Background: an optimization exercise with open tools, aiming at small area, a short achievable clock period and few clock cycles. Do not read the settings as production practice.
Function not checked in this run: the RTL went through the layout flow alone.
Power figures rest on the tool's default switching activity, not on a simulated workload.

==> flow/design.v <==
module stepstick_motion (
    input  wire        clk,
    input  wire        rst,           
    input  wire        cmd_valid,
    output wire        cmd_ready,
    input  wire [1:0]  cmd_op,
    input  wire [31:0] cmd_arg,
    output reg         rsp_valid,
    output wire [7:0]  rsp_status,
    output wire [47:0] rsp_data
);
    localparam [1:0] OP_INIT      = 2'd0;
    localparam [1:0] OP_MICROSTEP = 2'd1;
    localparam [1:0] OP_SPEED     = 2'd2;
    localparam [1:0] OP_ANGLE     = 2'd3;
    localparam [22:0] DV1 = 23'd1406250;    
    localparam [22:0] DV2 = 23'd2812500;
    localparam [22:0] DV3 = 23'd4218750;
    localparam [19:0] C7  = 20'd703125;     
    localparam [1:0] S_FIRST = 2'd0;
    localparam [1:0] S_RUN   = 2'd1;
    localparam [1:0] S_FIN   = 2'd2;
    reg        hs;
    reg [15:0] steps;
    reg [3:0]  ms;
    reg [34:0] cc;
    reg        rdy;
    reg [1:0]  st;
    reg [1:0]  op;
    reg [31:0] mr;       
    reg        ob;       
    reg [35:0] acc;      
    reg [23:0] q;        
    reg        p;
    reg [1:0]  dif;      
    reg [4:0]  cnt;
    reg [5:0]  ix;       
    reg [1:0]  tp;       
    reg        s2, s01;  
    assign cmd_ready  = rdy;
    assign rsp_status = {5'd0, s2, s01, s01};
    assign rsp_data   = {13'd0, acc[34:0]};
    function [38:0] bpp(input [2:0] b, input [34:0] x);
        reg one, two;
        reg [37:0] mag;
        begin
            one = b[1] ^ b[0];
            two = (b[2] & ~b[1] & ~b[0]) | (~b[2] & b[1] & b[0]);
            mag = one ? {3'd0, x} : (two ? {2'd0, x, 1'b0} : 38'd0);
            bpp = {b[2], b[2] ? ~mag : mag};
        end
    endfunction
    wire [38:0] bp0 = bpp({mr[1], mr[0], ob}, cc);
    wire [38:0] bp1 = bpp({mr[3], mr[2], mr[1]}, cc);
    wire [39:0] bsum = {{4{acc[35]}}, acc} + {{2{bp0[37]}}, bp0[37:0]}
                     + {bp1[37:0], 1'b0, bp0[38]} + {37'd0, bp1[38], 2'b00};
    wire [35:0] bnext = bsum[39:4];
    wire        v_ovf = ~((&bnext[35:23]) | ~(|bnext[35:23]));
    wire [5:0]  hmod  = mr[31:19] % 6'd45;
    wire [27:0] asum  = {1'b0, acc[24:0], 2'b00}
                      + (tp[1] ? {2'd0, mr[24:0], 1'b0} : 28'd0)
                      + (tp[0] ? {3'd0, mr[24:0]} : 28'd0);
    wire [8:0]  atop  = asum[27:19];
    reg  [2:0]  ad;
    reg  [5:0]  atopr;
    always @(*) begin
        if      (atop >= 9'd270) begin ad = 3'd6; atopr = atop - 9'd270; end
        else if (atop >= 9'd225) begin ad = 3'd5; atopr = atop - 9'd225; end
        else if (atop >= 9'd180) begin ad = 3'd4; atopr = atop - 9'd180; end
        else if (atop >= 9'd135) begin ad = 3'd3; atopr = atop - 9'd135; end
        else if (atop >= 9'd90)  begin ad = 3'd2; atopr = atop - 9'd90;  end
        else if (atop >= 9'd45)  begin ad = 3'd1; atopr = atop - 9'd45;  end
        else                     begin ad = 3'd0; atopr = atop[5:0];     end
    end
    wire [4:0]  dval  = {1'b0, dif, 2'b00} + {3'd0, tp} - {2'd0, ad};
    wire [1:0]  dnext = (dval[4] || dval >= 5'd2) ? 2'd2 : dval[1:0];
    wire        rnd   = acc[24:18] >= 7'd45;
    wire        fin   = (st == S_FIN);
    wire [23:0] qinc  = q + {21'd0, p, 1'b0, fin & rnd};
    wire        czero = (dif == {1'b0, rnd});
    reg  [3:0]  msb;
    integer i;
    always @(*) begin
        msb = 4'd0;
        for (i = 0; i < 16; i = i + 1)
            if (steps[i]) msb = i[3:0];
    end
    wire        snz  = |steps;
    wire [4:0]  zb   = 5'd8 - {1'b0, ms};
    wire [4:0]  nb   = {1'b0, msb} + 5'd1 + zb;           
    wire [5:0]  ix0  = nb[0] ? {2'd0, msb} - 6'd1 : {2'd0, msb};
    function sbit(input [15:0] s, input [5:0] k);
        sbit = k[5] ? 1'b0 : s[k[3:0]];
    endfunction
    wire [5:0]  ixn  = (st == S_FIRST) ? ix0 : ix - 6'd2;
    wire [1:0]  tpn  = {sbit(steps, ixn), sbit(steps, ixn - 6'd1)};
    wire [73:0] xpp  = {52'd0, C7, 2'b00};
    wire [1:0]  xpr  = xpp[{cnt, 1'b0} +: 2];
    wire [22:0] r4   = {acc[20:0], xpr};
    wire [23:0] t1   = {1'b0, r4} - {1'b0, DV1};
    wire [23:0] t2   = {1'b0, r4} - {1'b0, DV2};
    wire [23:0] t3   = {1'b0, r4} - {1'b0, DV3};
    wire [1:0]  dd   = !t3[23] ? 2'd3 : !t2[23] ? 2'd2 : !t1[23] ? 2'd1 : 2'd0;
    wire [20:0] rn   = !t3[23] ? t3[20:0] : !t2[23] ? t2[20:0] : !t1[23] ? t1[20:0] : r4[20:0];
    wire [3:0]  msn   = (op == OP_INIT) ? 4'd8 : mr[3:0];
    wire [15:0] sv    = (op == OP_INIT) ? mr[15:0] : steps;
    always @(posedge clk) begin
        if (rst) begin
            rdy       <= 1'b1;
            hs        <= 1'b0;
            rsp_valid <= 1'b0;
        end else begin
            rsp_valid <= 1'b0;
            if (rdy) begin
                op  <= cmd_op;
                mr  <= cmd_arg;
                ob  <= 1'b0;
                acc <= {4'd0, ~cmd_arg[31], {31{cmd_arg[31]}}};
                st  <= S_FIRST;
                if (cmd_valid) rdy <= 1'b0;
            end else begin
                case (op)
                OP_INIT, OP_MICROSTEP: begin
                    if (st == S_FIRST) begin
                        if (op == OP_MICROSTEP && !hs) begin
                            rsp_valid <= 1'b1; s2 <= 1'b0; s01 <= 1'b1; rdy <= 1'b1;
                        end else if (op == OP_MICROSTEP && mr[7:0] > 8'd8) begin
                            rsp_valid <= 1'b1; s2 <= 1'b1; s01 <= 1'b1; rdy <= 1'b1;
                        end else begin
                            if (op == OP_INIT) begin
                                hs    <= 1'b1;
                                steps <= mr[15:0];
                            end
                            ms  <= msn;
                            if (msn[0]) begin
                                acc <= {16'd0, sv, 4'd0};
                                cnt <= 5'd17 - {2'd0, msn[3:1]};
                            end else begin
                                acc <= {17'd0, sv, 3'd0};
                                cnt <= 5'd18 - {2'd0, msn[3:1]};
                            end
                            cc <= 35'd0;
                            st <= S_RUN;
                        end
                    end else begin
                        acc <= {15'd0, rn};
                        cc  <= {cc[32:0], dd};
                        cnt <= cnt - 5'd1;
                        if (cnt == 5'd1) begin
                            acc <= {1'b0, cc[32:0], dd};
                            rsp_valid <= 1'b1; s2 <= 1'b0; s01 <= 1'b0; rdy <= 1'b1;
                        end
                    end
                end
                OP_SPEED: begin
                    if (st == S_FIRST && !hs) begin
                        rsp_valid <= 1'b1; s2 <= 1'b0; s01 <= 1'b1; rdy <= 1'b1;
                    end else begin
                        acc <= bnext;
                        mr  <= {4'b0000, mr[31:4]};
                        ob  <= mr[3];
                        if (st == S_FIRST) begin
                            cnt <= 5'd7;
                            st  <= S_RUN;
                        end else begin
                            cnt <= cnt - 5'd1;
                            if (cnt == 5'd1) begin
                                acc <= {12'd0, bnext[23:0]};
                                rsp_valid <= 1'b1; s2 <= v_ovf; s01 <= 1'b0; rdy <= 1'b1;
                            end
                        end
                    end
                end
                default: begin  
                    if (st == S_FIRST) begin
                        if (!hs) begin
                            rsp_valid <= 1'b1; s2 <= 1'b0; s01 <= 1'b1; rdy <= 1'b1;
                        end else begin
                            mr[24:19] <= hmod;
                            acc <= (snz & nb[0]) ? {11'd0, hmod, mr[18:0]} : 36'd0;
                            q   <= 24'd0;
                            p   <= 1'b0;
                            dif <= {1'b0, snz & nb[0]};
                            ix  <= ixn;
                            tp  <= tpn;
                            cnt <= nb[4:1];
                            st  <= (snz && nb[4:1] != 4'd0) ? S_RUN : S_FIN;
                        end
                    end else if (st == S_RUN) begin
                        acc <= {11'd0, atopr, asum[18:0]};
                        q   <= {qinc[21:0], ad[1:0]};
                        p   <= ad[2];
                        dif <= dnext;
                        ix  <= ixn;
                        tp  <= tpn;
                        cnt <= cnt - 5'd1;
                        if (cnt == 5'd1) st <= S_FIN;
                    end else begin
                        acc <= czero ? 36'd0 : {12'd0, qinc};
                        rsp_valid <= 1'b1; s2 <= 1'b0; s01 <= 1'b0; rdy <= 1'b1;
                    end
                end
                endcase
            end
        end
    end
endmodule
==> flow/run.sh <==
#!/bin/bash
# synth_recipe.tcl (not shown) runs the flow's synth.tcl, then flattens the netlist and writes it again
# the make line also repeats each setting of config.mk as NAME=value (left out here)
make -C /OpenROAD-flow-scripts/flow DESIGN_CONFIG=/design/flow/config.mk WORK_HOME=/design/flow/orfs CLKGATE_MAP_FILE= SYNTH_SCRIPT=/design/flow/synth_recipe.tcl finish
==> flow/config.mk <==
export PLATFORM = sky130hd
export DESIGN_NAME = stepstick_motion
export DESIGN_NICKNAME = stepstick_motion
export VERILOG_FILES = /design/flow/design.v
export SDC_FILE = /design/flow/constraint.sdc
export NUM_CORES = 4
export LEC_CHECK = 0
export CAP_MARGIN = 20
export CORE_MARGIN = 2
export CORE_UTILIZATION = 40
export PLACE_DENSITY = 0.6
export SLEW_MARGIN = 20
==> flow/constraint.sdc <==
create_clock -name core_clock -period 7.0 [get_ports {clk}]
set_input_delay 1.4000 -clock core_clock [delete_from_list [all_inputs] [get_ports {clk}]]
set_output_delay 1.4000 -clock core_clock [all_outputs]
set_load 0.01 [all_outputs]
==> results.txt <==
[registers in the layout, summed over array words and instances (netlist names)]
name	cells
ms	4
cnt	5
s2	1
q	24
p	1
tp	2
cc	35
ob	1
hs	1
steps	16
st	2
ix	6
acc	36
op	2
s01	1
rsp_valid	1
rdy	1
mr	32
dif	2
[final timing paths]
check        depth (start not counted)  to  slack, ns  startpoint
max                                 37  s2      -0.55       mr[0]
max reg2reg                         37  s2      -0.55       mr[0]
min                                  2  hs       0.65          hs
min reg2reg                          2  hs       0.65          hs
[synthesized netlist by cell type, types with 7 or more instances]
cell | n | area share (%)
a221oi_1 | 101 | 3.9
inv_1 | 151 | 2.5
nand4_1 | 14 | 0.38
or2_2 | 18 | 0.49
o21ai_0 | 163 | 3.6
a2111oi_0 | 10 | 0.38
ha_1 | 182 | 10
buf_2 | 11 | 0.24
o21ai_1 | 14 | 0.31
fa_1 | 27 | 2.4
nor2_1 | 364 | 6.0
xnor2_1 | 104 | 4.0
nor4_1 | 10 | 0.27
o211ai_1 | 38 | 1.3
o22ai_1 | 76 | 2.1
clkbuf_1 | 166 | 2.7
or3_1 | 21 | 0.58
a21o_1 | 27 | 0.89
and3_1 | 21 | 0.58
o21a_1 | 23 | 0.76
nand2b_1 | 20 | 0.55
nor3_1 | 68 | 1.5
xor2_1 | 54 | 2.1
a22oi_1 | 13 | 0.43
mux2i_1 | 38 | 1.7
buf_1 | 19 | 0.31
mux2_2 | 34 | 1.7
a211oi_1 | 27 | 0.89
a311oi_1 | 7 | 0.27
a21boi_0 | 14 | 0.46
o2111ai_1 | 7 | 0.27
nand3b_1 | 10 | 0.33
nor2b_1 | 21 | 0.58
edfxtp_1 | 170 | 22
buf_4 | 60 | 2.0
and2_1 | 65 | 1.8
nand3_1 | 63 | 1.4
a21oi_1 | 226 | 5.0
a41oi_1 | 8 | 0.31
nand2_1 | 230 | 3.8
nor3b_1 | 10 | 0.33
o31ai_1 | 29 | 0.95
a31oi_1 | 36 | 0.99
a31o_2 | 8 | 0.31
[what timing repair did]
action | CTS | global route
setup buffers | 40 | 29
setup endpoints to repair | 18 | 23
gates resized for setup | 54 | 114
pin swaps | 59 | 66
[power by group through the flow]
| stage | Clock (mW) | Sequential [mW] | Combinational [mW] |
|---|---|---|---|
| finish | 1.01 | 1.39 | 9.08 |
| global route | 1.05 | 1.40 | 9.88 |
| CTS | 1.02 | 1.39 | 8.40 |
| detailed placement | 0 | 1.42 | 8.07 |
| global placement | 0 | 1.41 | 7.95 |
| floorplan | 0 | 1.32 | 5.29 |
[critical path: cells and delay by family, from the launching register on]
family                     cells  cell delay, ns
AOI/OAI and AO/OA             20            3.42
DFF                            1            0.52
adders and majority gates      3            0.89
xor gates and xnor gates       3            0.59
buffers and inverters          1            0.15
and+or+nand+nor               10            1.74
[routing by layer]
metal / part of all wire [%] / up-vias
met5: 0.015 / -
met4: 3.9 / 2
met3: 5.7 / 161
met2: 47 / 892
met1: 43 / 11600
li1: - / 11000
[final cells by class]
| type | instances | share of cell area [%] |
|---|---|---|
| multi-input combinational | 2353 | 61.1 |
| sequential | 173 | 19.0 |
| timing repair buffer | 405 | 12.1 |
| tap | 756 | 3.48 |
| inverter | 156 | 2.15 |
| clock buffer | 17 | 1.57 |
| clock inverter | 14 | 0.552 |
[logic make-up (layout without fill, tap and decap cells)]
kind of cell               after synthesis  after routing  synth area share (%)
AOI/OAI and AO/OA                      917            917                  27.1
and+or+nand+nor                        972            972                  20.0
xor gates and xnor gates               159            159                  6.14
muxes                                   77             77                  3.76
adders and majority gates              210            210                  12.4
other                                    1             18                0.0164
buffers and inverters                  416            592                  8.02
DFF                                    173            173                  22.6
[cell usage in the layout, fill, tap and decap left out, types with 76 or more instances in the layout]
master / count
nor2_1: 353
edfxtp_1: 170
o21ai_0: 137
a21oi_1: 204
inv_1: 149
ha_1: 177
xnor2_1: 98
o22ai_1: 76
a221oi_1: 95
clkdlybuf4s50_1: 76
nand2_1: 228
buf_4: 315
[through the flow]
stage	util (%)	hold WS [ns]
floorplan	-	0.586
global placement	45.1	0.615
detailed placement	45.1	0.624
CTS	46.9	0.640
global route	48.2	0.681
finish	48.2	0.649
==> out/summary.txt <==
crit path max fanout = 6
gr ovfl total = 0
Clk network pwr share = 8.8%
CTS max path bufs = 2
CP max stage cell = edfxtp_1
flip-flop and latch area = 5170 sq um
height of the die = 243 um
Core Box Area = 56400 sq um
Mapped Area = 22800 sq um
Comb power frac = 79.1%
DRC = 0
Slew @ Worst Pin = 1.24 ns
# setup viols final = 7
unrepaired setup endpoints after global routing = yes
Seq pwr share = 12.1%
clock latency (worst-skew pair) = 0.50 ns
Area growth syn-to-layout = 19.1%
Internal = 5.85 mW
Crit Path Category = flop to flop
Post-synth EDFFs = 170
Setup crit end kind = flop
fmax = 132 MHz
CP arrival = 7.80 ns
sw frac = 49.1%
routing usage on met2 = 46.1%
Cell Area, Placed = 25400 sq um
Relative slew margins = 17.4%
Async S/R FF share, synth = 0%
nets = 3352
placed cells = 3779
Tot GR Track Use = 27.8%
DP Wirelength = 61900 um
max-slew violation count = 0
status = failed layout checks
DR pass1 iterations = 6
Final Worst Setup Slack = -0.551 ns
vias in the first global route = 22700
antenna violations before repair = 1
VDD IR max = 519 uV
CP peak stage delay = 0.52 ns
layout cells sized above 1 = 19.0%
Place WS = -0.878 ns
largest net degree at the start of global routing = 60
gpl congestion = 0.943
cell mode on critical path = o21ai_2
Tcrit/Tclk final = 108%
final hold viol count = 0
met3 usage = 2.90%
num rows = 87
Fillers = 5577
die extent in x = 243 um
Max Cap Viol = 0
Power Dens Cells = 423 nW/um^2
Yosys reg bits = 173
clock root cell = clkbuf_16
Vias = 23700
wire per inst = 21.8 um
Syn Area/Cell = 7.80 sq um
Initial DRC Count = 2285
global-route wire length before repair = 131000 um
H-tree Lvls = 4
register area share after synthesis = 22.6%
IO buf count = 76
dominant synthesized flop cell = edfxtp_1
Static Leakage = 10.9 nW
met1 Use GR = 36.8%
Clock Skew = 0.0174 ns
minimum clock period = 7.55 ns
Non-Filler Instances = 3874
Reg clk slew, reported paths = 0.09 ns
# diodes = 0
Syn Inst Count = 2925
layout check failures = setup timing
Yosys cell types = 113
min-delay worst type = flop to flop
most used routing layer = met2
Setup Total Neg Slack = -1.52 ns
CTS tree = yes
Psw = 5.64 mW
Final ANT Viol Nets = 0
vias per inst = 6.11
initial core utilization = 40.5%
total die area = 59000 sq um
CTS buffer count = 17
# IOs = 95
CP Launch Type = flop
multi-input logic area = 16600 sq um
total power = 11.5 mW
post-route cell area = 27200 sq um
Clock Sinks = 173
yosys warns = 1
cts hold-fix bufs = 0
Total Wirelength = 84400 um
CP Data Required Time = 7.25 ns

-- port drivers added, routing unchanged --
In the flow no input, the clock included, has a driving cell. The finished layout below was timed again as built, in two steps. Step 1 (the two cells are an assumption about what drives the block):
set clk [get_ports {clk}]
set_driving_cell -lib_cell sky130_fd_sc_hd__clkbuf_16 $clk
set_driving_cell -lib_cell sky130_fd_sc_hd__buf_2 [delete_from_list [all_inputs] $clk]
Step 2 moves the port delays by t, midway between the first and last clock arrival at a register: inputs arrive t later, outputs are due t later. That takes back most of the time a late clock gives input paths. Three values: ideal ports, drivers, drivers and shift; two values: the first two.
shift t [ns]: 0.544
slack for setup (ns): -0.551 / -0.551 / -0.551
clock arrival spread, ns: 0.019 / 0.019
worst register clock-pin slew, ns: 0.09 / 0.09
For this run, drivers alone change the setup slack by 0.000 ns; drivers and shift together by 0.000 ns.
